This is an optimization exercise on Yosys and OpenROAD, whose aim is small area, a short achievable clock period and few clock cycles per item, not a production implementation. In this exercise RTL edits were held to simulation tests only and were not proved equivalent to the original. Power is estimated from default activity; no workload was simulated.

Design tsq_decoder, start of the top module:
module tsq_decoder (
    input  wire        clk,
    input  wire        rst,           
    input  wire        start,         
    input  wire        ext,           
    input  wire [22:0] in_size,       
    output wire        idle,
    input  wire        in_valid,
    input  wire [7:0]  in_data,
    output wire        in_ready,
    output wire        mem_re,
    output wire [17:0] mem_raddr,
    input  wire [7:0]  mem_rdata,     
    output wire        mem_we,
    output wire [17:0] mem_waddr,
    output wire [7:0]  mem_wdata,
    output wire        done,          
    output wire [3:0]  status,
    output wire [18:0] out_size
);
Size: roughly 1,400 cells after synthesis, about 250 flip-flops, ~120 I/O pins, about 14,000 µm² of cells after synthesis.
Settings: LEC_CHECK=0, CAP_MARGIN=20, CORE_MARGIN=2, CORE_UTILIZATION=60, CTS_CLUSTER_DIAMETER=60, CTS_CLUSTER_SIZE=20, SETUP_SLACK_MARGIN=4.8, SLEW_MARGIN=20; clock period 7.5 ns.
standard.sh (not shown) runs the stock make flow with config.mk's settings and CLKGATE_MAP_FILE= SYNTH_SCRIPT=/design/flow/synth_recipe.tcl, a recipe that flattens the netlist after the stock synthesis.
==> flow/flow/run.sh <==
#!/bin/bash
# The standard layout, with the port buffers placed as the smallest buffer
# cell (the resizer sizes them up where timing needs it).
set -euo pipefail
export BUFFER_PORTS_ARGS="-buffer_cell sky130_fd_sc_hd__buf_1"
bash standard.sh > standard.log 2>&1
Testbench counts at the start, summed over its fixed seeds: cycles 400,444, bytes 355,495.
==> next run, changes <==
--- a/flow/config.mk
+++ b/flow/config.mk
@@ -13 +13 @@
-export SETUP_SLACK_MARGIN = 4.8
+export SETUP_SLACK_MARGIN = 4.6
Result:
- non-clock buffer count goes down by 27
- routed wire length goes down by 0.58%
- combinational power goes down by 11%
- worst hold slack gets better by 6.8 ps
==> next run, changes <==
==> flow/run.sh (new file) <==
#!/bin/bash
# synth_recipe.tcl (not shown) runs the flow's synth.tcl, then flattens the netlist and writes it again
# the make line also repeats each setting of config.mk as NAME=value (left out here)
make -C /OpenROAD-flow-scripts/flow DESIGN_CONFIG=/design/flow/config.mk WORK_HOME=/design/flow/orfs CLKGATE_MAP_FILE= SYNTH_SCRIPT=/design/flow/synth_recipe.tcl finish
--- a/flow/config.mk
+++ b/flow/config.mk
@@ -10,3 +10 @@
-export CORE_UTILIZATION = 60
-export CTS_CLUSTER_DIAMETER = 60
-export CTS_CLUSTER_SIZE = 20
+export CORE_UTILIZATION = 40
removed: flow/flow/run.sh
removed: flow/standard.sh
Hold slack gets better by 26 ps. Critical path depth is unchanged. Total power went up by roughly a tenth. Routed wire length went up by a few percent. Area after synthesis does not change. Worst setup slack gets worse by 18 ps. First-iteration DRC count shrinks by roughly a tenth. Sequential power stays flat. Non-clock buffer count rose by 18. Sequential share of layout area goes down by 3.2 points. Global-route usage is lower by 7.5 points.
==> next run, changes <==
--- a/flow/config.mk
+++ b/flow/config.mk
@@ -10 +10 @@
-export CORE_UTILIZATION = 40
+export CORE_UTILIZATION = 70
The changed run went through all stages and came out clean. Worst setup slack is better by 15 ps. Sequential cell count does not change. Clock skew stays flat. Design area fell by 0.85%. Routed wire length rose by 5.2%.
==> next run, changes <==
==> flow/flow/run.sh (new file) <==
#!/bin/bash
# The standard layout, with the port buffers placed as the smallest buffer
# cell (the resizer sizes them up where timing needs it).
set -euo pipefail
export BUFFER_PORTS_ARGS="-buffer_cell sky130_fd_sc_hd__buf_1"
bash standard.sh > standard.log 2>&1
==> flow/standard.sh (new file) <==
#!/bin/bash
# synth_recipe.tcl (not shown) runs the flow's synth.tcl, then flattens the netlist and writes it again
# the make line also repeats each setting of config.mk as NAME=value (left out here)
make -C /OpenROAD-flow-scripts/flow DESIGN_CONFIG=/design/flow/config.mk WORK_HOME=/design/flow/orfs CLKGATE_MAP_FILE= SYNTH_SCRIPT=/design/flow/synth_recipe.tcl "${@:-finish}"
--- a/flow/config.mk
+++ b/flow/config.mk
@@ -10 +10 @@
-export CORE_UTILIZATION = 70
+export CORE_UTILIZATION = 60
removed: flow/run.sh
The new run produced a clean layout.
Power grows by about 1.8%.
Final area shrinks by about 5%.
Routed wire length shrinks by 10%.

## run A
Another version of the RTL of tsq_decoder (not shown whole).
For scale: roughly 1,400 cells after synthesis, ~250 flip-flops, ~0.013 mm^2 of cells after synthesis.
clock: 7.5 ns
lec_check: 0
cap_margin: 20
core_margin: 2
core_utilization: 60
cts_cluster_diameter: 60
cts_cluster_size: 20
place_density: 0.75
setup_slack_margin: 4.8
slew_margin: 20
==> flow/flow/run.sh <==
#!/bin/bash
# The standard layout, with the port buffers placed as the smallest buffer
# cell (the resizer sizes them up where timing needs it).
set -euo pipefail
export BUFFER_PORTS_ARGS="-buffer_cell sky130_fd_sc_hd__buf_1"
bash standard.sh > standard.log 2>&1
Run A has completed all stages; timing, DRC and antenna checks passed.
Testbench counts of run A, summed over its fixed seeds: cycles 402,748, bytes 355,495.
The following lists how run B was set up differently from run A:
Settings: PLACE_DENSITY removed (was 0.75); SLEW_MARGIN changed from 20 to 0; CAP_MARGIN changed from 20 to 0.
==> results.txt <==
Compared with run A, in run B layout overhead on the synthesized area moved up, remaining design rule violation count comparable, worst setup slack now sits higher.
Reported for run B and run A, hold violation total from the final report turned out identical to the last digit.
Diff run A -> run B: worst hold slack across all endpoints went down, share of layout cells above drive strength 1 shrank by 0.47 points, maximum clock rate now sits higher, register fraction of the total cell area ~0 delta, maximum number of pins on one net before global-route repair moved down.
The following lists how run C was set up differently from run B:
Settings: a change of SLEW_MARGIN from 0 to 20; a change of SETUP_SLACK_MARGIN from 4.8 to 4.9; a change of CAP_MARGIN from 0 to 20.
Notes after the runs:
- Row non-clock buffering overhead in the final layout: run C higher / run B lower
- Proportion of power drawn by the clock network is higher on run C
- Diff run B..run C | area after detailed placement | negligible
- Portion of the clock cycle consumed by the worst path in the final layout across run C and run B: no real change.
- Count of clock-buffer cells in the layout was higher in run C than in run B.
- Run C — first-pass GRT wire length 5.5% higher, run B as reference
- Remaining max-slew budget at the tightest pin, run C and run B, lower one = run B.
- Run B → run C: vias per cell barely changed; non-clock buffer count climbed 22%; share of power burned in combinational logic dropped 0.3 points.
Changes in run D relative to run C:
Settings: swapping 4.9 for 4.6 in SETUP_SLACK_MARGIN.
- For the highest clock rate, run D came in about 6% lower than run C did.
- The required time at the endpoint of the critical path of run D is higher than that of run C.
- The number of clock buffers in the layout in run D is 0.815 times that in run C.
- Compared with run C, placement density in the core of run D is lower.
- Looking at post-route minimum period across run D and run C, the one that comes out higher is run D.
- Overall power consumption ends up higher on run C.
Setup changes, run D to run E
Settings: a change of SETUP_SLACK_MARGIN from 4.6 to 4.7.
### Flow results
- Run E ended up with a lower met1 wire length than run D did.
- Run comparison: run E slowest cell on the critical path sky130_fd_sc_hd__dfxtp_4; run D slowest cell on the critical path sky130_fd_sc_hd__nor4b_2
- Looking at sequential share of layout area, run E sits 0.97 points lower than run D does.
- NOTE: post-detailed-placement cell area in run E exceeds that of run D
- Across both runs, average wire per cell in the routed design was higher for run E than for run D.

==> static timing again, ports no longer ideal <==
The flow's constraints put no driver on any port. The routed layouts listed below were extracted and timed again, unchanged, in two steps.
Step 1: set_driving_cell puts a clkbuf_16 on clk and a buf_2 on each other input, an assumption about the parent block.
Step 2, shift: input delay + t, output delay - t, t = (earliest + latest rising clock arrival at the registers) / 2. This alone moves slack from input paths to output paths.
Three values: ideal, step 1, step 2; two values: the first two.
run	t (ns)	slack for setup (ns)	clock arrival spread, ns	pins driven straight from the clock port
the first run of note 1	0.562	4.783 / 4.779 / 4.217	0.016 / 0.016	1
the second run of note 1	0.554	4.602 / 4.625 / 4.071	0.023 / 0.024	1
the third run of note 1	0.587	4.584 / 4.611 / 4.024	0.008 / 0.009	1
the fourth run of note 1	0.571	4.599 / 4.588 / 4.049	0.011 / 0.010	1
the fifth run of note 1	0.587	4.641 / 4.617 / 4.161	0.017 / 0.017	1
run A	0.552	4.806 / 4.772 / 4.256	0.022 / 0.022	1
run B	0.554	4.833 / 4.787 / 4.304	0.015 / 0.016	1
run C	0.599	4.843 / 4.796 / 4.306	0.018 / 0.017	1
run D	0.570	4.666 / 4.672 / 4.120	0.028 / 0.028	1
run E	0.576	4.742 / 4.696 / 4.228	0.021 / 0.022	1
After both steps setup and hold are still met in every run listed. For the first run of note 1, which loses most, drivers alone change the setup slack by -0.004 ns; drivers and shift together by -0.566 ns.
